From an optimization exercise on the open Yosys and OpenROAD flow, aimed at small area, a short achievable clock period and few clock cycles per item; shortcuts taken in it are not production practice.
Function was checked by simulation only, so behaviour that the tests miss may differ from the original.

==> flow/design.v, too long to show whole: its modules and the start of the top module <==
// module phaser_lfo: 109 lines
// module pc_mul2224: 2906 lines
// module pc_mul2218: 2146 lines
// module pc_sq17: 697 lines
// module phaser_core: 350 lines
module phaser_core (
    input  wire        clk,
    input  wire        rst,
    input  wire        cfg_we,
    input  wire [2:0]  cfg_addr,
    input  wire [15:0] cfg_data,
    input  wire        s_valid,
    output wire        s_ready,
    input  wire        s_ch,
    input  wire [15:0] s_x,
    output reg         o_valid,
    output reg  [15:0] o_y
);
  // ...
==> flow/run.sh <==
#!/bin/bash
# synth_recipe.tcl (not shown) runs the flow's synth.tcl, then flattens the netlist and writes it again
# the make line also repeats each setting of config.mk as NAME=value (left out here)
make -C /OpenROAD-flow-scripts/flow DESIGN_CONFIG=/design/flow/config.mk WORK_HOME=/design/flow/orfs CLKGATE_MAP_FILE= SYNTH_SCRIPT=/design/flow/synth_recipe.tcl finish
==> flow/config.mk <==
export PLATFORM = sky130hd
export DESIGN_NAME = phaser_core
export DESIGN_NICKNAME = phaser_core
export VERILOG_FILES = /design/flow/design.v
export SDC_FILE = /design/flow/constraint.sdc
export NUM_CORES = 4
export LEC_CHECK = 0
export CAP_MARGIN = 20
export CORE_MARGIN = 2
export CORE_UTILIZATION = 40
export PLACE_DENSITY = 0.6
export SLEW_MARGIN = 20
==> flow/constraint.sdc <==
create_clock -name core_clock -period 25.0 [get_ports {clk}]
set_input_delay 5.0000 -clock core_clock [delete_from_list [all_inputs] [get_ports {clk}]]
set_output_delay 5.0000 -clock core_clock [all_outputs]
set_load 0.01 [all_outputs]
==> results.txt, run 1 <==
outcome complete, no violations; max layer used met5; Critical path buffers and inverters 7; Hold Slack 0.370 ns; CLK BUF 173; Non-Filler Instances 18900; # fillers 31200; Worst-path clk slew 0.06 ns; normalized max-slew margin 19.7%; DR iter-0 viols 12100; critical path's slowest cell nor2b_2; Post-synth top cells nand2_1, inv_1, nor2_1; Initial DRT Pass Iterations 11; Vias/cell 5.82; post-synthesis adder-cell area fraction 30.0%; most common cell after layout, fill and taps aside nand2_1; Ys Warns 2; HPWL after DPL 357 mm; met1 usage 38.2%; Tmin final 14.64 ns; xor and xnor area share after synthesis 4.09%; max reg flops 28; met3 GRT Util 6.71%; count of multi-input gates 11000; Avg Inst Size Synth 8.64 um2; row count 206; Biggest register fpr; CP required 25.67 ns; # resized after CTS 0; via count 110000; r2r endpoint yy[5]$_DFFE_PP_; fmax 68.3 MHz; Initial Utilization 40.3%; largest net degree at the start of global routing 101
Testbench counts, summed over its fixed seeds: cycles 14,616, items 1,600.
==> module phaser_core, before the edit <==
module phaser_core (
    input  wire        clk,
    input  wire        rst,
    input  wire        cfg_we,
    input  wire [2:0]  cfg_addr,
    input  wire [15:0] cfg_data,
    input  wire        s_valid,
    output wire        s_ready,
    input  wire        s_ch,
    input  wire [15:0] s_x,
    output reg         o_valid,
    output reg  [15:0] o_y
);
    localparam signed [21:0] MIX = 22'sd741343;
    localparam signed [17:0] TH0 = 18'sd6863;
    function signed [23:0] add24;
        input signed [23:0] a;
        input signed [23:0] b;
        reg signed [24:0] s;
        begin
            s = {a[23], a} + {b[23], b};
            if (s[24] != s[23]) add24 = s[24] ? 24'sh800000 : 24'sh7fffff;
            else                add24 = s[23:0];
        end
    endfunction
    function signed [23:0] sub24;
        input signed [23:0] a;
        input signed [23:0] b;
        reg signed [24:0] s;
        begin
            s = {a[23], a} - {b[23], b};
            if (s[24] != s[23]) sub24 = s[24] ? 24'sh800000 : 24'sh7fffff;
            else                sub24 = s[23:0];
        end
    endfunction
    function [40:0] dstep;           
        input [20:0] r;
        input [19:0] l;
        input [20:0] d;
        reg   [21:0] r2;
        reg   [22:0] df;
        begin
            r2 = {r, l[19]};
            df = {1'b0, r2} - {2'b00, d};
            if (!df[22]) dstep = {df[20:0], l[18:0], 1'b1};
            else         dstep = {r2[20:0], l[18:0], 1'b0};
        end
    endfunction
    reg [15:0] p_inc;
    reg [15:0] p_depth;
    reg [15:0] p_inten;
    reg [1:0]  p_wave;
    reg        p_quad;
    reg        p_fbsw;
    reg [15:0]        phase0, phase1;
    reg signed [23:0] st00, st01, st10, st11, st20, st21, st30, st31;   
    reg [3:0]  ph;
    reg [8:0]  oh;                    
    reg        rdy;
    reg        v0, v1, v2, vb;        
    reg        ch0, ch1, ch2, chb;
    reg [15:0] x0, x1, xb;
    reg [15:0] pq;                    
    assign s_ready = rdy;
    wire accept = s_valid & rdy;
    reg signed [17:0] br;             
    reg [20:0]        fac_r;
    reg [39:0]        fpr;            
    reg [16:0]        th3r;           
    reg [12:0]        th2r;
    reg [20:0] dr0, dr1, dr2, dr3;
    reg [19:0] dl0, dl1, dl2, dl3;
    reg [16:0] dt0, dt1, dt2, dt3;
    reg [17:0]        cf0, cf1, cf2, cf3;     
    reg signed [23:0] g2, g3, g4;
    reg [20:0]        ar;                     
    reg [20:0]        al;
    reg [20:0]        ad;
    reg [17:0]        cb0, cb1, cb2, cb3;
    reg signed [23:0] acc, uu, yy;
    reg signed [23:0] mx;
    wire signed [21:0] k22 = {1'b0, p_inten, 5'b00000};
    wire [15:0] lfo_q = p_quad ? (pq + 16'h4000) : pq;
    wire signed [17:0] lfo_b;
    phaser_lfo u_lfo (
        .phase (lfo_q),
        .wave  (p_wave),
        .b     (lfo_b)
    );
    reg  signed [21:0] fa;
    reg  signed [17:0] fb;
    wire [39:0]        fp;
    pc_mul2218 u_fmul (.a(fa), .b(fb), .p(fp));
    wire [16:0] th_m = (ph == 4'd5) ? th3r :
                       (ph == 4'd6) ? {1'b0, th3r[16:1]} :
                       (ph == 4'd7) ? {2'b0, th3r[16:2]} :
                                      {3'b0, th3r[16:3]};
    wire [16:0] th_s = (ph == 4'd6) ? th3r :
                       (ph == 4'd7) ? {1'b0, th3r[16:1]} :
                       (ph == 4'd8) ? {2'b0, th3r[16:2]} :
                                      {3'b0, th3r[16:3]};
    wire signed [21:0] m_v = fpr[31:10];
    wire [20:0] fac = 21'd1048576 + {{1{m_v[21]}}, m_v[20:1]};
    always @(*) begin
        fa = ({22{oh[1]}} & {6'd0, p_depth}) | ({22{oh[3]}} & {1'b0, fac_r}) |
             ({22{oh[4]}} & MIX) | ({22{~(oh[1] | oh[3] | oh[4])}} & {5'd0, th_m});
        fb = ({18{oh[1]}} & br) | ({18{oh[3]}} & TH0) | ({18{oh[4]}} & {{2{xb[15]}}, xb}) |
             ({18{~(oh[1] | oh[3] | oh[4])}} & {5'd0, th2r});
    end
    wire [16:0] sq_a = (ph == 4'd4) ? fpr[33:17] :
                       (ph == 4'd5) ? {1'b0, th3r[16:1]} :
                       (ph == 4'd6) ? {2'b0, th3r[16:2]} :
                                      {3'b0, th3r[16:3]};
    wire [33:0] sq_p;
    pc_sq17 u_sq (.a(sq_a), .p(sq_p));
    wire [8:0]  th3v = fpr[28:20];
    wire [8:0]  th3m = (th3v == 9'd0) ? 9'd0 : th3v - 9'd1;
    wire [16:0] th3x = th3m * 8'd171;
    wire [7:0]  tt   = th3x[16:9];
    wire [16:0] t_v  = th_s + {9'd0, tt};
    wire [16:0] t_m1 = th_s + {9'd0, tt} - 17'd1;
    wire [20:0] d_r0 = {3'b000, t_v, 1'b1};       
    wire [19:0] d_l0 = {3'b000, t_m1};            
    reg  signed [21:0] m1a, m2a;
    reg  signed [23:0] m1b, m2b;
    wire [45:0]        m1p, m2p;
    pc_mul2224 u_m1 (.a(m1a), .b(m1b), .p(m1p));
    pc_mul2224 u_m2 (.a(m2a), .b(m2b), .p(m2p));
    wire signed [23:0] m1r = m1p[43:20];
    wire signed [23:0] m2r = m2p[43:20];
    wire signed [23:0] s0c = chb ? st01 : st00;
    wire signed [23:0] s1c = chb ? st11 : st10;
    wire signed [23:0] s2c = chb ? st21 : st20;
    wire signed [23:0] s3c = chb ? st31 : st30;
    function signed [21:0] dco;
        input [17:0] c;
        begin
            dco = {4'b1100, c};
        end
    endfunction
    always @(*) begin
        m1a = ({22{oh[3]}} & g3[21:0])  | ({22{oh[4]}} & dco(cb3)) | ({22{oh[5]}} & k22) |
              ({22{oh[6]}} & {1'b0, al}) | ({22{oh[7] | oh[8]}} & dco(cb0)) |
              ({22{oh[0]}} & dco(cb1))  | ({22{oh[1]}} & dco(cb2)) | ({22{oh[2]}} & dco(cb3));
        m1b = ({24{oh[3]}} & s0c) | ({24{oh[4]}} & s2c) | ({24{oh[5] | oh[6]}} & acc) |
              ({24{oh[7]}} & uu)  | ({24{oh[8] | oh[0] | oh[1] | oh[2]}} & yy);
        m2a = ({22{oh[3]}} & g2[21:0])  | ({22{oh[4]}} & dco(dl2[17:0])) |
              ({22{oh[5]}} & dco(dl1[17:0])) | ({22{oh[6]}} & dco(dl0[17:0])) |
              ({22{oh[7]}} & k22) | ({22{oh[8]}} & dco(cb1)) | ({22{oh[0]}} & dco(cb2)) |
              ({22{oh[1]}} & dco(cb3)) | ({22{oh[2]}} & MIX);
        m2b = ({24{oh[3]}} & s1c) | ({24{oh[4]}} & {{2{1'b1}}, dco(dl3[17:0])}) |
              ({24{oh[5]}} & g2) | ({24{oh[6]}} & g3) | ({24{oh[7]}} & g4) |
              ({24{oh[8] | oh[0] | oh[1] | oh[2]}} & yy);
    end
    wire signed [24:0] sn_e1 = {acc[23], acc} + {m1r[23], m1r};
    wire signed [25:0] sn_e2 = {{2{acc[23]}}, acc} + {{2{m1r[23]}}, m1r} + {{2{s3c[23]}}, s3c};
    wire signed [23:0] sn_hi = add24(24'sh7fffff, s3c);
    wire signed [23:0] sn_lo = add24(24'sh800000, s3c);
    wire signed [23:0] sn_ex = (sn_e2 > 26'sd8388607)  ? 24'sh7fffff :
                               (sn_e2 < -26'sd8388608) ? 24'sh800000 : sn_e2[23:0];
    wire signed [23:0] sn_b  = (sn_e1[24:23] == 2'b01) ? sn_hi :
                               (sn_e1[24:23] == 2'b10) ? sn_lo : sn_ex;
    wire signed [23:0] xw    = {{3{xb[15]}}, xb, 5'b00000};
    wire signed [23:0] out_w   = add24(mx, m2r);
    wire signed [18:0] out_s   = out_w[23:5];
    wire [15:0]        out_sat = (out_s > 19'sd32767)  ? 16'h7fff :
                                 (out_s < -19'sd32768) ? 16'h8000 : out_s[15:0];
    wire [20:0] a_den = 21'd1048576 + m2r[20:0];
    wire [40:0] d3s1 = dstep(dr3, dl3, {4'b1000, dt3});
    wire [40:0] d3s2 = dstep(d3s1[40:20], d3s1[19:0], {4'b1000, dt3});
    wire [40:0] d3s3 = dstep(d3s2[40:20], d3s2[19:0], {4'b1000, dt3});
    wire [40:0] d3s4 = dstep(d3s3[40:20], d3s3[19:0], {4'b1000, dt3});
    wire [40:0] d2s1 = dstep(dr2, dl2, {4'b1000, dt2});
    wire [40:0] d2s2 = dstep(d2s1[40:20], d2s1[19:0], {4'b1000, dt2});
    wire [40:0] d2s3 = dstep(d2s2[40:20], d2s2[19:0], {4'b1000, dt2});
    wire [40:0] d2s4 = dstep(d2s3[40:20], d2s3[19:0], {4'b1000, dt2});
    wire [40:0] d1s1 = dstep(dr1, dl1, {4'b1000, dt1});
    wire [40:0] d1s2 = dstep(d1s1[40:20], d1s1[19:0], {4'b1000, dt1});
    wire [40:0] d1s3 = dstep(d1s2[40:20], d1s2[19:0], {4'b1000, dt1});
    wire [40:0] d1s4 = dstep(d1s3[40:20], d1s3[19:0], {4'b1000, dt1});
    wire [40:0] d0s1 = dstep(dr0, dl0, {4'b1000, dt0});
    wire [40:0] d0s2 = dstep(d0s1[40:20], d0s1[19:0], {4'b1000, dt0});
    wire [40:0] d0s3 = dstep(d0s2[40:20], d0s2[19:0], {4'b1000, dt0});
    wire [40:0] d0s4 = dstep(d0s3[40:20], d0s3[19:0], {4'b1000, dt0});
    wire [41:0] as1 = astep(ar, al, ad);
    wire [41:0] as2 = astep(as1[41:21], as1[20:0], ad);
    wire [41:0] as3 = astep(as2[41:21], as2[20:0], ad);
    function [41:0] astep;           
        input [20:0] r;
        input [20:0] l;
        input [20:0] d;
        reg   [21:0] r2;
        reg   [22:0] df;
        begin
            r2 = {r, l[20]};
            df = {1'b0, r2} - {2'b00, d};
            if (!df[22]) astep = {df[20:0], l[19:0], 1'b1};
            else         astep = {r2[20:0], l[19:0], 1'b0};
        end
    endfunction
    always @(posedge clk) begin
        if (rst) begin
            ph       <= 4'd0;
            oh       <= 9'd1;
            rdy      <= 1'b0;
            v0       <= 1'b0;
            v1       <= 1'b0;
            v2       <= 1'b0;
            vb       <= 1'b0;
            o_valid  <= 1'b0;
            o_y      <= 16'd0;
            p_inc    <= 16'd0;
            p_depth  <= 16'd0;
            p_inten  <= 16'd0;
            p_wave   <= 2'd0;
            p_quad   <= 1'b0;
            p_fbsw   <= 1'b0;
            phase0   <= 16'd0;
            phase1   <= 16'd0;
            st00 <= 24'sd0; st01 <= 24'sd0; st10 <= 24'sd0; st11 <= 24'sd0;
            st20 <= 24'sd0; st21 <= 24'sd0; st30 <= 24'sd0; st31 <= 24'sd0;
        end else begin
            ph  <= (ph == 4'd8) ? 4'd0 : ph + 4'd1;
            oh  <= {oh[7:0], oh[8]};
            rdy <= (ph == 4'd7);
            if (cfg_we) begin
                case (cfg_addr)
                    3'd0: p_inc   <= cfg_data;
                    3'd1: p_depth <= (cfg_data > 16'h8000) ? 16'h8000 : cfg_data;
                    3'd2: p_inten <= (cfg_data > 16'h8000) ? 16'h8000 : cfg_data;
                    3'd3: begin
                        p_wave <= cfg_data[1:0];
                        p_quad <= cfg_data[2];
                        p_fbsw <= cfg_data[3];
                    end
                    default: ;
                endcase
            end
            if (ph == 4'd8) begin
                v0  <= accept;
                v1  <= v0;
                v2  <= v1;
                ch0 <= s_ch;
                ch1 <= ch0;
                ch2 <= ch1;
                x0  <= s_x;
                x1  <= x0;
                xb  <= x1;
                if (accept) begin
                    if (s_ch) begin
                        phase1 <= phase1 + p_inc;
                        pq     <= phase1 + p_inc;
                    end else begin
                        phase0 <= phase0 + p_inc;
                        pq     <= phase0 + p_inc;
                    end
                end
            end
            if (ph == 4'd2) begin
                vb  <= v2;
                chb <= ch2;
                cb0 <= cf0;
                cb1 <= cf1;
                cb2 <= cf2;
                cb3 <= cf3;
            end
            o_valid <= (ph == 4'd2) & vb;
            if (ph == 4'd2) o_y <= out_sat;
            fpr <= fp;
            if (ph == 4'd0) br <= lfo_b;
            if (ph == 4'd2) fac_r <= fac;
            if (ph == 4'd4) th3r <= fpr[33:17];
            th2r <= sq_p[32:20];
            case (ph)
                4'd6: begin dr3 <= d_r0; dl3 <= d_l0; dt3 <= t_v; end
                4'd7: begin dr2 <= d_r0; dl2 <= d_l0; dt2 <= t_v; end
                4'd8: begin dr1 <= d_r0; dl1 <= d_l0; dt1 <= t_v; end
                4'd0: begin dr0 <= d_r0; dl0 <= d_l0; dt0 <= t_v; end
                default: ;
            endcase
            if (ph == 4'd7 || ph == 4'd8 || ph == 4'd0 || ph == 4'd1 || ph == 4'd2) begin
                dr3 <= d3s4[40:20]; dl3 <= d3s4[19:0];
            end
            if (ph == 4'd8 || ph == 4'd0 || ph == 4'd1 || ph == 4'd2 || ph == 4'd3) begin
                dr2 <= d2s4[40:20]; dl2 <= d2s4[19:0];
            end
            if (ph == 4'd0 || ph == 4'd1 || ph == 4'd2 || ph == 4'd3 || ph == 4'd4) begin
                dr1 <= d1s4[40:20]; dl1 <= d1s4[19:0];
            end
            if (ph == 4'd1 || ph == 4'd2 || ph == 4'd3 || ph == 4'd4 || ph == 4'd5) begin
                dr0 <= d0s4[40:20]; dl0 <= d0s4[19:0];
            end
            if (ph == 4'd5) mx <= fpr[38:15];
            if (ph == 4'd6) begin
                cf0 <= dl0[17:0];
                cf1 <= dl1[17:0];
                cf2 <= dl2[17:0];
                cf3 <= dl3[17:0];
            end
            if (ph == 4'd4) g2 <= m2r;
            if (ph == 4'd5) g3 <= m2r;
            if (ph == 4'd6) g4 <= m2r;
            if (ph == 4'd7) begin
                ar <= 21'd524288;
                al <= 21'd0;
                ad <= a_den;
            end else if (ph != 4'd6) begin
                ar <= as3[41:21];
                al <= as3[20:0];
            end
            case (ph)
                4'd3: acc <= add24(m1r, m2r);
                4'd4: acc <= p_fbsw ? acc : sn_b;
                4'd5: acc <= add24(xw, m1r);
                4'd6: uu  <= m1r;
                4'd7: yy  <= add24(s0c, m1r);
                4'd8: begin
                    yy <= add24(s1c, m2r);
                    uu <= yy;
                    if (vb) begin
                        if (chb) st01 <= sub24(uu, m1r);
                        else     st00 <= sub24(uu, m1r);
                    end
                end
                4'd0: begin
                    yy <= add24(s2c, m2r);
                    uu <= yy;
                    if (vb) begin
                        if (chb) st11 <= sub24(uu, m1r);
                        else     st10 <= sub24(uu, m1r);
                    end
                end
                4'd1: begin
                    yy <= add24(s3c, m2r);
                    uu <= yy;
                    if (vb) begin
                        if (chb) st21 <= sub24(uu, m1r);
                        else     st20 <= sub24(uu, m1r);
                    end
                end
                default: begin
                    if (vb) begin
                        if (chb) st31 <= sub24(uu, m1r);
                        else     st30 <= sub24(uu, m1r);
                    end
                end
            endcase
        end
    end
endmodule
==> run 2: changes to the inputs <==
--- a/flow/design.v
+++ b/flow/design.v
@@ -5891,17 +5891,36 @@
             else                sub24 = s[23:0];
         end
     endfunction
-    function [40:0] dstep;           
+    function [38:0] dstep;           
         input [20:0] r;
-        input [19:0] l;
+        input [17:0] l;
         input [20:0] d;
         reg   [21:0] r2;
         reg   [22:0] df;
         begin
-            r2 = {r, l[19]};
+            r2 = {r, l[17]};
             df = {1'b0, r2} - {2'b00, d};
-            if (!df[22]) dstep = {df[20:0], l[18:0], 1'b1};
-            else         dstep = {r2[20:0], l[18:0], 1'b0};
+            if (!df[22]) dstep = {df[20:0], l[16:0], 1'b1};
+            else         dstep = {r2[20:0], l[16:0], 1'b0};
+        end
+    endfunction
+    function [41:0] astep;           
+        input [20:0] r;
+        input [20:0] l;
+        input [20:0] d;
+        reg   [21:0] r2;
+        reg   [22:0] df;
+        begin
+            r2 = {r, l[20]};
+            df = {1'b0, r2} - {2'b00, d};
+            if (!df[22]) astep = {df[20:0], l[19:0], 1'b1};
+            else         astep = {r2[20:0], l[19:0], 1'b0};
+        end
+    endfunction
+    function signed [21:0] dco;
+        input [17:0] c;
+        begin
+            dco = {4'b1100, c};
         end
     endfunction
     reg [15:0] p_inc;
@@ -5912,7 +5931,6 @@
     reg        p_fbsw;
     reg [15:0]        phase0, phase1;
     reg signed [23:0] st00, st01, st10, st11, st20, st21, st30, st31;   
-    reg [3:0]  ph;
     reg [8:0]  oh;                    
     reg        rdy;
     reg        v0, v1, v2, vb;        
@@ -5926,17 +5944,17 @@
     reg [39:0]        fpr;            
     reg [16:0]        th3r;           
     reg [12:0]        th2r;
-    reg [20:0] dr0, dr1, dr2, dr3;
-    reg [19:0] dl0, dl1, dl2, dl3;
-    reg [16:0] dt0, dt1, dt2, dt3;
-    reg [17:0]        cf0, cf1, cf2, cf3;     
-    reg signed [23:0] g2, g3, g4;
-    reg [20:0]        ar;                     
-    reg [20:0]        al;
-    reg [20:0]        ad;
+    reg [20:0] dr0, dr1, dr2, dr3;    
+    reg [17:0] dl0, dl1, dl2, dl3;    
+    reg [16:0] dt0, dt1, dt2, dt3;    
+    reg [17:0]        cf0, cf1, cf2, cf3;
+    reg signed [21:0] g2, g3, g4;
+    reg [20:0]        ar, al, ad;     
     reg [17:0]        cb0, cb1, cb2, cb3;
     reg signed [23:0] acc, uu, yy;
     reg signed [23:0] mx;
+    reg [3:0]         ssel1;          
+    reg [1:0]         ssel2;          
     wire signed [21:0] k22 = {1'b0, p_inten, 5'b00000};
     wire [15:0] lfo_q = p_quad ? (pq + 16'h4000) : pq;
     wire signed [17:0] lfo_b;
@@ -5945,30 +5963,24 @@
         .wave  (p_wave),
         .b     (lfo_b)
     );
-    reg  signed [21:0] fa;
-    reg  signed [17:0] fb;
-    wire [39:0]        fp;
-    pc_mul2218 u_fmul (.a(fa), .b(fb), .p(fp));
-    wire [16:0] th_m = (ph == 4'd5) ? th3r :
-                       (ph == 4'd6) ? {1'b0, th3r[16:1]} :
-                       (ph == 4'd7) ? {2'b0, th3r[16:2]} :
-                                      {3'b0, th3r[16:3]};
-    wire [16:0] th_s = (ph == 4'd6) ? th3r :
-                       (ph == 4'd7) ? {1'b0, th3r[16:1]} :
-                       (ph == 4'd8) ? {2'b0, th3r[16:2]} :
-                                      {3'b0, th3r[16:3]};
+    wire frest = ~(oh[1] | oh[2] | oh[3]);
+    wire [16:0] th_m = ({17{oh[5]}} & th3r) | ({17{oh[6]}} & {1'b0, th3r[16:1]}) |
+                       ({17{oh[7]}} & {2'b0, th3r[16:2]}) |
+                       ({17{~(oh[5] | oh[6] | oh[7])}} & {3'b0, th3r[16:3]});
+    wire [16:0] th_s = ({17{oh[6]}} & th3r) | ({17{oh[7]}} & {1'b0, th3r[16:1]}) |
+                       ({17{oh[8]}} & {2'b0, th3r[16:2]}) |
+                       ({17{~(oh[6] | oh[7] | oh[8])}} & {3'b0, th3r[16:3]});
     wire signed [21:0] m_v = fpr[31:10];
-    wire [20:0] fac = 21'd1048576 + {{1{m_v[21]}}, m_v[20:1]};
-    always @(*) begin
-        fa = ({22{oh[1]}} & {6'd0, p_depth}) | ({22{oh[3]}} & {1'b0, fac_r}) |
-             ({22{oh[4]}} & MIX) | ({22{~(oh[1] | oh[3] | oh[4])}} & {5'd0, th_m});
-        fb = ({18{oh[1]}} & br) | ({18{oh[3]}} & TH0) | ({18{oh[4]}} & {{2{xb[15]}}, xb}) |
-             ({18{~(oh[1] | oh[3] | oh[4])}} & {5'd0, th2r});
-    end
-    wire [16:0] sq_a = (ph == 4'd4) ? fpr[33:17] :
-                       (ph == 4'd5) ? {1'b0, th3r[16:1]} :
-                       (ph == 4'd6) ? {2'b0, th3r[16:2]} :
-                                      {3'b0, th3r[16:3]};
+    wire [20:0] fac = 21'd1048576 + {m_v[21], m_v[20:1]};
+    wire signed [21:0] fa = ({22{oh[1]}} & {6'd0, p_depth}) | ({22{oh[2]}} & MIX) |
+                            ({22{oh[3]}} & {1'b0, fac_r}) | ({22{frest}} & {5'd0, th_m});
+    wire signed [17:0] fb = ({18{oh[1]}} & br) | ({18{oh[2]}} & {{2{xb[15]}}, xb}) |
+                            ({18{oh[3]}} & TH0) | ({18{frest}} & {5'd0, th2r});
+    wire [39:0] fp;
+    pc_mul2218 u_fmul (.a(fa), .b(fb), .p(fp));
+    wire [16:0] sq_a = ({17{oh[4]}} & fpr[33:17]) | ({17{oh[5]}} & {1'b0, th3r[16:1]}) |
+                       ({17{oh[6]}} & {2'b0, th3r[16:2]}) |
+                       ({17{~(oh[4] | oh[5] | oh[6])}} & {3'b0, th3r[16:3]});
     wire [33:0] sq_p;
     pc_sq17 u_sq (.a(sq_a), .p(sq_p));
     wire [8:0]  th3v = fpr[28:20];
@@ -5977,39 +5989,35 @@
     wire [7:0]  tt   = th3x[16:9];
     wire [16:0] t_v  = th_s + {9'd0, tt};
     wire [16:0] t_m1 = th_s + {9'd0, tt} - 17'd1;
-    wire [20:0] d_r0 = {3'b000, t_v, 1'b1};       
-    wire [19:0] d_l0 = {3'b000, t_m1};            
-    reg  signed [21:0] m1a, m2a;
-    reg  signed [23:0] m1b, m2b;
-    wire [45:0]        m1p, m2p;
-    pc_mul2224 u_m1 (.a(m1a), .b(m1b), .p(m1p));
-    pc_mul2224 u_m2 (.a(m2a), .b(m2b), .p(m2p));
-    wire signed [23:0] m1r = m1p[43:20];
-    wire signed [23:0] m2r = m2p[43:20];
+    wire [20:0] d_r0 = {1'b0, t_v, 3'b100};
+    wire [17:0] d_l0 = {1'b0, t_m1};
     wire signed [23:0] s0c = chb ? st01 : st00;
     wire signed [23:0] s1c = chb ? st11 : st10;
     wire signed [23:0] s2c = chb ? st21 : st20;
     wire signed [23:0] s3c = chb ? st31 : st30;
-    function signed [21:0] dco;
-        input [17:0] c;
-        begin
-            dco = {4'b1100, c};
-        end
-    endfunction
-    always @(*) begin
-        m1a = ({22{oh[3]}} & g3[21:0])  | ({22{oh[4]}} & dco(cb3)) | ({22{oh[5]}} & k22) |
-              ({22{oh[6]}} & {1'b0, al}) | ({22{oh[7] | oh[8]}} & dco(cb0)) |
-              ({22{oh[0]}} & dco(cb1))  | ({22{oh[1]}} & dco(cb2)) | ({22{oh[2]}} & dco(cb3));
-        m1b = ({24{oh[3]}} & s0c) | ({24{oh[4]}} & s2c) | ({24{oh[5] | oh[6]}} & acc) |
-              ({24{oh[7]}} & uu)  | ({24{oh[8] | oh[0] | oh[1] | oh[2]}} & yy);
-        m2a = ({22{oh[3]}} & g2[21:0])  | ({22{oh[4]}} & dco(dl2[17:0])) |
-              ({22{oh[5]}} & dco(dl1[17:0])) | ({22{oh[6]}} & dco(dl0[17:0])) |
-              ({22{oh[7]}} & k22) | ({22{oh[8]}} & dco(cb1)) | ({22{oh[0]}} & dco(cb2)) |
-              ({22{oh[1]}} & dco(cb3)) | ({22{oh[2]}} & MIX);
-        m2b = ({24{oh[3]}} & s1c) | ({24{oh[4]}} & {{2{1'b1}}, dco(dl3[17:0])}) |
-              ({24{oh[5]}} & g2) | ({24{oh[6]}} & g3) | ({24{oh[7]}} & g4) |
-              ({24{oh[8] | oh[0] | oh[1] | oh[2]}} & yy);
-    end
+    wire signed [21:0] m1a = ({22{oh[4]}} & g3) | ({22{oh[5] | oh[3]}} & dco(cb3)) |
+                             ({22{oh[6]}} & k22) | ({22{oh[7]}} & {1'b0, al}) |
+                             ({22{oh[8] | oh[0]}} & dco(cb0)) | ({22{oh[1]}} & dco(cb1)) |
+                             ({22{oh[2]}} & dco(cb2));
+    wire signed [23:0] m1b = ({24{ssel1[0]}} & st00) | ({24{ssel1[1]}} & st01) |
+                             ({24{ssel1[2]}} & st20) | ({24{ssel1[3]}} & st21) |
+                             ({24{oh[6] | oh[7]}} & acc) | ({24{oh[8]}} & uu) |
+                             ({24{oh[0] | oh[1] | oh[2] | oh[3]}} & yy);
+    wire signed [21:0] m2a = ({22{oh[4]}} & g2) | ({22{oh[5]}} & dco(dl2)) |
+                             ({22{oh[6]}} & dco(dl1)) | ({22{oh[7]}} & dco(dl0)) |
+                             ({22{oh[8]}} & k22) | ({22{oh[0]}} & dco(cb1)) |
+                             ({22{oh[1]}} & dco(cb2)) | ({22{oh[2]}} & dco(cb3)) |
+                             ({22{oh[3]}} & MIX);
+    wire signed [23:0] m2b = ({24{ssel2[0]}} & st10) | ({24{ssel2[1]}} & st11) |
+                             ({24{oh[5]}} & {{2{1'b1}}, dco(dl3)}) |
+                             ({24{oh[6]}} & {{2{g2[21]}}, g2}) | ({24{oh[7]}} & {{2{g3[21]}}, g3}) |
+                             ({24{oh[8]}} & {{2{g4[21]}}, g4}) |
+                             ({24{oh[0] | oh[1] | oh[2] | oh[3]}} & yy);
+    wire [45:0] m1p, m2p;
+    pc_mul2224 u_m1 (.a(m1a), .b(m1b), .p(m1p));
+    pc_mul2224 u_m2 (.a(m2a), .b(m2b), .p(m2p));
+    wire signed [23:0] m1r = m1p[43:20];
+    wire signed [23:0] m2r = m2p[43:20];
     wire signed [24:0] sn_e1 = {acc[23], acc} + {m1r[23], m1r};
     wire signed [25:0] sn_e2 = {{2{acc[23]}}, acc} + {{2{m1r[23]}}, m1r} + {{2{s3c[23]}}, s3c};
     wire signed [23:0] sn_hi = add24(24'sh7fffff, s3c);
@@ -6019,46 +6027,38 @@
     wire signed [23:0] sn_b  = (sn_e1[24:23] == 2'b01) ? sn_hi :
                                (sn_e1[24:23] == 2'b10) ? sn_lo : sn_ex;
     wire signed [23:0] xw    = {{3{xb[15]}}, xb, 5'b00000};
+    wire signed [23:0] ys = ({24{oh[8]}} & s0c) | ({24{oh[0]}} & s1c) |
+                            ({24{oh[1]}} & s2c) | ({24{oh[2]}} & s3c);
+    wire signed [23:0] y_new = add24(ys, oh[8] ? m1r : m2r);
+    wire signed [23:0] s_new = sub24(uu, m1r);
     wire signed [23:0] out_w   = add24(mx, m2r);
     wire signed [18:0] out_s   = out_w[23:5];
     wire [15:0]        out_sat = (out_s > 19'sd32767)  ? 16'h7fff :
                                  (out_s < -19'sd32768) ? 16'h8000 : out_s[15:0];
     wire [20:0] a_den = 21'd1048576 + m2r[20:0];
-    wire [40:0] d3s1 = dstep(dr3, dl3, {4'b1000, dt3});
-    wire [40:0] d3s2 = dstep(d3s1[40:20], d3s1[19:0], {4'b1000, dt3});
-    wire [40:0] d3s3 = dstep(d3s2[40:20], d3s2[19:0], {4'b1000, dt3});
-    wire [40:0] d3s4 = dstep(d3s3[40:20], d3s3[19:0], {4'b1000, dt3});
-    wire [40:0] d2s1 = dstep(dr2, dl2, {4'b1000, dt2});
-    wire [40:0] d2s2 = dstep(d2s1[40:20], d2s1[19:0], {4'b1000, dt2});
-    wire [40:0] d2s3 = dstep(d2s2[40:20], d2s2[19:0], {4'b1000, dt2});
-    wire [40:0] d2s4 = dstep(d2s3[40:20], d2s3[19:0], {4'b1000, dt2});
-    wire [40:0] d1s1 = dstep(dr1, dl1, {4'b1000, dt1});
-    wire [40:0] d1s2 = dstep(d1s1[40:20], d1s1[19:0], {4'b1000, dt1});
-    wire [40:0] d1s3 = dstep(d1s2[40:20], d1s2[19:0], {4'b1000, dt1});
-    wire [40:0] d1s4 = dstep(d1s3[40:20], d1s3[19:0], {4'b1000, dt1});
-    wire [40:0] d0s1 = dstep(dr0, dl0, {4'b1000, dt0});
-    wire [40:0] d0s2 = dstep(d0s1[40:20], d0s1[19:0], {4'b1000, dt0});
-    wire [40:0] d0s3 = dstep(d0s2[40:20], d0s2[19:0], {4'b1000, dt0});
-    wire [40:0] d0s4 = dstep(d0s3[40:20], d0s3[19:0], {4'b1000, dt0});
+    wire [20:0] dd3 = {4'b1000, dt3};
+    wire [20:0] dd2 = {4'b1000, dt2};
+    wire [20:0] dd1 = {4'b1000, dt1};
+    wire [20:0] dd0 = {4'b1000, dt0};
+    wire [38:0] d3s1 = dstep(dr3, dl3, dd3);
+    wire [38:0] d3s2 = dstep(d3s1[38:18], d3s1[17:0], dd3);
+    wire [38:0] d3s3 = dstep(d3s2[38:18], d3s2[17:0], dd3);
+    wire [38:0] d2s1 = dstep(dr2, dl2, dd2);
+    wire [38:0] d2s2 = dstep(d2s1[38:18], d2s1[17:0], dd2);
+    wire [38:0] d2s3 = dstep(d2s2[38:18], d2s2[17:0], dd2);
+    wire [38:0] d1s1 = dstep(dr1, dl1, dd1);
+    wire [38:0] d1s2 = dstep(d1s1[38:18], d1s1[17:0], dd1);
+    wire [38:0] d1s3 = dstep(d1s2[38:18], d1s2[17:0], dd1);
+    wire [38:0] d0s1 = dstep(dr0, dl0, dd0);
+    wire [38:0] d0s2 = dstep(d0s1[38:18], d0s1[17:0], dd0);
+    wire [38:0] d0s3 = dstep(d0s2[38:18], d0s2[17:0], dd0);
     wire [41:0] as1 = astep(ar, al, ad);
     wire [41:0] as2 = astep(as1[41:21], as1[20:0], ad);
     wire [41:0] as3 = astep(as2[41:21], as2[20:0], ad);
-    function [41:0] astep;           
-        input [20:0] r;
-        input [20:0] l;
-        input [20:0] d;
-        reg   [21:0] r2;
-        reg   [22:0] df;
-        begin
-            r2 = {r, l[20]};
-            df = {1'b0, r2} - {2'b00, d};
-            if (!df[22]) astep = {df[20:0], l[19:0], 1'b1};
-            else         astep = {r2[20:0], l[19:0], 1'b0};
-        end
-    endfunction
+    wire [8:0] oh_n   = {oh[7:0], oh[8]};
+    wire       chb_n  = oh[3] ? ch2 : chb;
     always @(posedge clk) begin
         if (rst) begin
-            ph       <= 4'd0;
             oh       <= 9'd1;
             rdy      <= 1'b0;
             v0       <= 1'b0;
@@ -6078,9 +6078,8 @@
             st00 <= 24'sd0; st01 <= 24'sd0; st10 <= 24'sd0; st11 <= 24'sd0;
             st20 <= 24'sd0; st21 <= 24'sd0; st30 <= 24'sd0; st31 <= 24'sd0;
         end else begin
-            ph  <= (ph == 4'd8) ? 4'd0 : ph + 4'd1;
-            oh  <= {oh[7:0], oh[8]};
-            rdy <= (ph == 4'd7);
+            oh  <= oh_n;
+            rdy <= oh[7];
             if (cfg_we) begin
                 case (cfg_addr)
                     3'd0: p_inc   <= cfg_data;
@@ -6094,7 +6093,7 @@
                     default: ;
                 endcase
             end
-            if (ph == 4'd8) begin
+            if (oh[8]) begin
                 v0  <= accept;
                 v1  <= v0;
                 v2  <= v1;
@@ -6114,7 +6113,7 @@
                     end
                 end
             end
-            if (ph == 4'd2) begin
+            if (oh[3]) begin
                 vb  <= v2;
                 chb <= ch2;
                 cb0 <= cf0;
@@ -6122,87 +6121,49 @@
                 cb2 <= cf2;
                 cb3 <= cf3;
             end
-            o_valid <= (ph == 4'd2) & vb;
-            if (ph == 4'd2) o_y <= out_sat;
-            fpr <= fp;
-            if (ph == 4'd0) br <= lfo_b;
-            if (ph == 4'd2) fac_r <= fac;
-            if (ph == 4'd4) th3r <= fpr[33:17];
+            ssel1 <= {oh_n[5] & chb_n, oh_n[5] & ~chb_n, oh_n[4] & chb_n, oh_n[4] & ~chb_n};
+            ssel2 <= {oh_n[4] & chb_n, oh_n[4] & ~chb_n};
+            fpr  <= fp;
             th2r <= sq_p[32:20];
-            case (ph)
-                4'd6: begin dr3 <= d_r0; dl3 <= d_l0; dt3 <= t_v; end
-                4'd7: begin dr2 <= d_r0; dl2 <= d_l0; dt2 <= t_v; end
-                4'd8: begin dr1 <= d_r0; dl1 <= d_l0; dt1 <= t_v; end
-                4'd0: begin dr0 <= d_r0; dl0 <= d_l0; dt0 <= t_v; end
-                default: ;
-            endcase
-            if (ph == 4'd7 || ph == 4'd8 || ph == 4'd0 || ph == 4'd1 || ph == 4'd2) begin
-                dr3 <= d3s4[40:20]; dl3 <= d3s4[19:0];
-            end
-            if (ph == 4'd8 || ph == 4'd0 || ph == 4'd1 || ph == 4'd2 || ph == 4'd3) begin
-                dr2 <= d2s4[40:20]; dl2 <= d2s4[19:0];
-            end
-            if (ph == 4'd0 || ph == 4'd1 || ph == 4'd2 || ph == 4'd3 || ph == 4'd4) begin
-                dr1 <= d1s4[40:20]; dl1 <= d1s4[19:0];
-            end
-            if (ph == 4'd1 || ph == 4'd2 || ph == 4'd3 || ph == 4'd4 || ph == 4'd5) begin
-                dr0 <= d0s4[40:20]; dl0 <= d0s4[19:0];
-            end
-            if (ph == 4'd5) mx <= fpr[38:15];
-            if (ph == 4'd6) begin
-                cf0 <= dl0[17:0];
-                cf1 <= dl1[17:0];
-                cf2 <= dl2[17:0];
-                cf3 <= dl3[17:0];
-            end
-            if (ph == 4'd4) g2 <= m2r;
-            if (ph == 4'd5) g3 <= m2r;
-            if (ph == 4'd6) g4 <= m2r;
-            if (ph == 4'd7) begin
+            if (oh[0]) br    <= lfo_b;
+            if (oh[2]) fac_r <= fac;
+            if (oh[4]) th3r  <= fpr[33:17];
+            if (oh[3]) mx    <= fpr[38:15];
+            if (oh[6])                                          begin dr3 <= d_r0; dl3 <= d_l0; dt3 <= t_v; end
+            else if (oh[7] | oh[8] | oh[0] | oh[1] | oh[2] | oh[3]) begin dr3 <= d3s3[38:18]; dl3 <= d3s3[17:0]; end
+            if (oh[7])                                          begin dr2 <= d_r0; dl2 <= d_l0; dt2 <= t_v; end
+            else if (oh[8] | oh[0] | oh[1] | oh[2] | oh[3] | oh[4]) begin dr2 <= d2s3[38:18]; dl2 <= d2s3[17:0]; end
+            if (oh[8])                                          begin dr1 <= d_r0; dl1 <= d_l0; dt1 <= t_v; end
+            else if (oh[0] | oh[1] | oh[2] | oh[3] | oh[4] | oh[5]) begin dr1 <= d1s3[38:18]; dl1 <= d1s3[17:0]; end
+            if (oh[0])                                          begin dr0 <= d_r0; dl0 <= d_l0; dt0 <= t_v; end
+            else if (oh[1] | oh[2] | oh[3] | oh[4] | oh[5] | oh[6]) begin dr0 <= d0s3[38:18]; dl0 <= d0s3[17:0]; end
+            if (oh[6]) begin cf3 <= dl3; cf2 <= dl2; end
+            if (oh[7]) begin cf1 <= dl1; cf0 <= dl0; end
+            if (oh[5]) g2 <= m2r[21:0];
+            if (oh[6]) g3 <= m2r[21:0];
+            if (oh[7]) g4 <= m2r[21:0];
+            if (oh[8]) begin
                 ar <= 21'd524288;
                 al <= 21'd0;
                 ad <= a_den;
-            end else if (ph != 4'd6) begin
+            end else if (~oh[7]) begin
                 ar <= as3[41:21];
                 al <= as3[20:0];
             end
-            case (ph)
-                4'd3: acc <= add24(m1r, m2r);
-                4'd4: acc <= p_fbsw ? acc : sn_b;
-                4'd5: acc <= add24(xw, m1r);
-                4'd6: uu  <= m1r;
-                4'd7: yy  <= add24(s0c, m1r);
-                4'd8: begin
-                    yy <= add24(s1c, m2r);
-                    uu <= yy;
-                    if (vb) begin
-                        if (chb) st01 <= sub24(uu, m1r);
-                        else     st00 <= sub24(uu, m1r);
-                    end
-                end
-                4'd0: begin
-                    yy <= add24(s2c, m2r);
-                    uu <= yy;
-                    if (vb) begin
-                        if (chb) st11 <= sub24(uu, m1r);
-                        else     st10 <= sub24(uu, m1r);
-                    end
-                end
-                4'd1: begin
-                    yy <= add24(s3c, m2r);
-                    uu <= yy;
-                    if (vb) begin
-                        if (chb) st21 <= sub24(uu, m1r);
-                        else     st20 <= sub24(uu, m1r);
-                    end
-                end
-                default: begin
-                    if (vb) begin
-                        if (chb) st31 <= sub24(uu, m1r);
-                        else     st30 <= sub24(uu, m1r);
-                    end
-                end
-            endcase
+            if (oh[4]) acc <= add24(m1r, m2r);
+            if (oh[5]) acc <= p_fbsw ? acc : sn_b;
+            if (oh[6]) acc <= add24(xw, m1r);
+            if (oh[7]) uu  <= m1r;
+            if (oh[8] | oh[0] | oh[1] | oh[2]) yy <= y_new;
+            if (oh[0] | oh[1] | oh[2]) uu <= yy;
+            if (vb) begin
+                if (oh[0]) begin if (chb) st01 <= s_new; else st00 <= s_new; end
+                if (oh[1]) begin if (chb) st11 <= s_new; else st10 <= s_new; end
+                if (oh[2]) begin if (chb) st21 <= s_new; else st20 <= s_new; end
+                if (oh[3]) begin if (chb) st31 <= s_new; else st30 <= s_new; end
+            end
+            o_valid <= oh[3] & vb;
+            if (oh[3]) o_y <= out_sat;
         end
     end
 endmodule
==> run 2 against run 1 <==
Against the previous run: register-to-register slack got worse by 0.49 ns; synthesized cell count decreased by 8.3%; die area decreased by 5.5%; still clean.
==> results.txt, run 2 <==
vias in the first global route 101000 (was 107000); sequential-to-total area share from yosys stat 24.2% (was 23.2%); multi-input combinational cell area 82100 um2 (was 88500 um2); CP Launch Type flop (unchanged); DRC 0 (unchanged); Ys Warns 2 (unchanged); post-place setup slack 10.24 ns (was 10.72 ns); HPWL after DPL 352 mm (was 357 mm); Critical path buffers and inverters 8 (was 7); CP Depth 40 (was 44); register area 29000 um2 (was 29400 um2); drt wl/cell 26.6 um (was 24.6 um); # Max-Cap Violations 0 (unchanged); setup bufs post-CTS 0 (unchanged); max reg flops 28 (unchanged); Post-synth ARST share 0% (unchanged); CTS root buffer clkbuf_16 (unchanged); Vias/cell 5.94 (was 5.82); Area contributors post-synth fa_1, edfxtp_1, ha_1 (unchanged); normalized max-slew margin 10.1% (was 19.7%); area leader, netlist fa_1 (unchanged); Slew @ Worst Pin 1.35 ns (was 1.20 ns); Post-synth top cells inv_1, nand2_1, nor2_1 (was nand2_1, inv_1, nor2_1); Final #Nets 15400 (was 16900); HP Class flop to flop (unchanged); # fillers 29400 (was 31200); Avg Inst Size Synth 8.90 um2 (was 8.64 um2); Worst-path clk slew 0.06 ns (about the same); Crit Path Max Fanout 45 (was 44); outcome complete, no violations (unchanged); unrepaired setup endpoints after global routing false (unchanged); Max H-tree Level 4 (unchanged); Max Root-Sink Buffers 4 (unchanged); most frequent cells in the layout inv_1, nand2_1, nor2_1 (was nand2_1, inv_1, nor2_1); critical path's slowest cell a222oi_1 (was nor2b_2); largest net degree at the start of global routing 74 (was 101); ys flop type edfxtp_1 (unchanged); CP dominant cell by count fa_1 (unchanged); global-route wire length before repair 675 mm (was 691 mm); Crit. Startpoint oh[6]$_SDFF_PP0_ (was oh[0]$_SDFF_PP1_); R2R depth 40 (was 44); Syn Nets 15600 (was 17000); hold violation total from the final report 0 (unchanged); Worst path top cell family by delay compound AO/OA/AOI/OAI gates (unchanged); die footprint 304000 um2 (was 322000 um2); Tot GR Track Use 30.0% (was 28.3%); Worst setup EP type flop (unchanged); layout cells sized above 1 6.42% (was 6.83%); Die Height 552 um (was 568 um); # resized after CTS 0 (unchanged); initial antenna violation count 17 (was 22); Top Ports 58 (unchanged); via count 103000 (was 110000); crit path kind flop to flop (unchanged); clk sink count 1068 (was 1083); Initial DRT Pass Iterations 10 (was 11); Post-DRT Antenna Nets 0 (unchanged); max incr delay on CP 1.23 ns (was 0.83 ns); CP required 25.49 ns (was 25.67 ns); TritonCTS clock tree done (unchanged); Final TNS setup 0 ns (unchanged); final setup violation count 0 (unchanged); GRT Residual Overflow 0 (unchanged); Util after Layout 43.6% (was 43.7%); final worst slack 9.87 ns (was 10.36 ns); most common cell after layout, fill and taps aside inv_1 (was nand2_1); P&R area growth vs syn 8.76% (was 8.62%); hold_sp cf3[11]$_DFFE_PP_ (was cf2[3]$_DFFE_PP_); Std-Cell Core Area 299000 um2 (was 315000 um2); Buffers on Ports 57 (unchanged); hold-critical path depth 0 (unchanged); r2r startpoint oh[6]$_SDFF_PP0_ (was oh[0]$_SDFF_PP1_); Tmin final 15.13 ns (was 14.64 ns); Initial Utilization 40.1% (was 40.3%); final WL 463 mm (about the same); top-count cell post-synth inv_1 (was nand2_1); TritonCTS Buffers 142 (was 139); Post-synth EDFFs 762 (was 772); synth unique cells 116 (was 108); Data arrival, critical path 15.62 ns (was 15.32 ns); Hold Slack 0.378 ns (was 0.370 ns); die width 552 um (was 568 um); Cell Area, Synth 120000 um2 (was 127000 um2); cts hold-fix bufs 0 (unchanged); row count 201 (was 206); Biggest register fpr (unchanged); Final GP Congestion 1.10 (was 1.00); DR iter-0 viols 12400 (was 12100); fmax 66.1 MHz (was 68.3 MHz); Post-Syn Instances 13500 (was 14700); top-area cell type share of the netlist area 22.0% (was 20.9%); worst skew pair latency 0.86 ns (was 0.87 ns); #FFs+latches synth 1068 (was 1083); Fin Clk Skew 0.0950 ns (was 0.115 ns); final worst path period share 60.5% (was 58.6%); max-slew violations 0 (unchanged)
## run 2: cell count changes after synthesis, moves of 70 or more
cell | previous run | this run
o21ai_0 | 812 | 482
a22o_1 | 23 | 209
ha_1 | 917 | 773
nor2_1 | 1519 | 1449
nand2_1 | 1974 | 1566
mux2_2 | 219 | 127
## run 2: layout make-up
cell class | instances | share of cell area, %
Clock inverter | 67 | 0.413
Antenna cell | 12 | 0.0230
Clock buffer | 178 | 2.99
Inverter | 1873 | 5.39
Tap cell | 3958 | 3.79
Sequential cell | 1068 | 22.3
Timing Repair Buffer | 352 | 2.24
Multi-Input combinational cell | 9866 | 62.9
## run 2: metal layers
layer	vias up	routed length, um	global-route usage [%]
met5	-	314	0.563
met4	8	31600	16.8
met3	1275	52200	8.17
met2	5700	200000	45.8
met1	50900	179000	38.3
li1	45400	-	-
## run 2: per-stage QoR
stage	cell area [um2]	cells
2_1_floorplan	120000	13500
3_3_place_gp	126000	17100
3_5_place_dp	126000	17100
4_1_cts	130000	17400
5_1_grt	130000	17400
6_report	131000	17400
## run 2: cell families (layout without fill, tap and decap cells)
family	after synthesis	in the layout	synth area share [%]
AO/OA/AOI/OAI	2877	2877	16.5
XOR/XNOR	512	512	3.75
adder cells (fa/ha/maj)	2096	2096	30.1
buffers and inverters	2549	2470	8.04
flip-flops	1068	1068	24.2
multiplexers	249	249	2.33
other	0	12	0
AND/OR/NAND/NOR	4132	4132	15.1
## run 2: path summary, 6_finish.rpt
| path | end | slack [ns] |
|---|---|---|
| hold reg to reg | cb3[11]$_DFFE_PP_ | 0.38 |
| setup / recovery | acc[22]$_DFFE_PP_ | 9.87 |
| hold / removal | cb3[11]$_DFFE_PP_ | 0.38 |
| setup reg to reg | acc[22]$_DFFE_PP_ | 9.87 |
Testbench counts of run 2, summed over its fixed seeds: cycles 14,624, items 1,600.

==> separate check: timing with driven ports <==
No port has a modelled driver above. Below, the same layouts with a new extraction and two added sets of constraints.
Step 1 sets driving cells, clkbuf_16 on the clock port and buf_2 on the other inputs (assumed; they add their load-dependent delay and slew).
Step 2, shift: input delay + t, output delay - t, t = (earliest + latest rising clock arrival at the registers) / 2. This alone moves slack from input paths to output paths.
Slacks: ideal ports / drivers / drivers and shift; pairs: ideal ports / drivers.
run | t (ns) | slack for setup (ns) | worst setup path at the end
run 1 | 0.926 | 10.358 / 10.358 / 10.358 | register to register
run 2 | 0.905 | 9.868 / 9.868 / 9.868 | register to register
After both steps setup and hold are still met in every run listed.
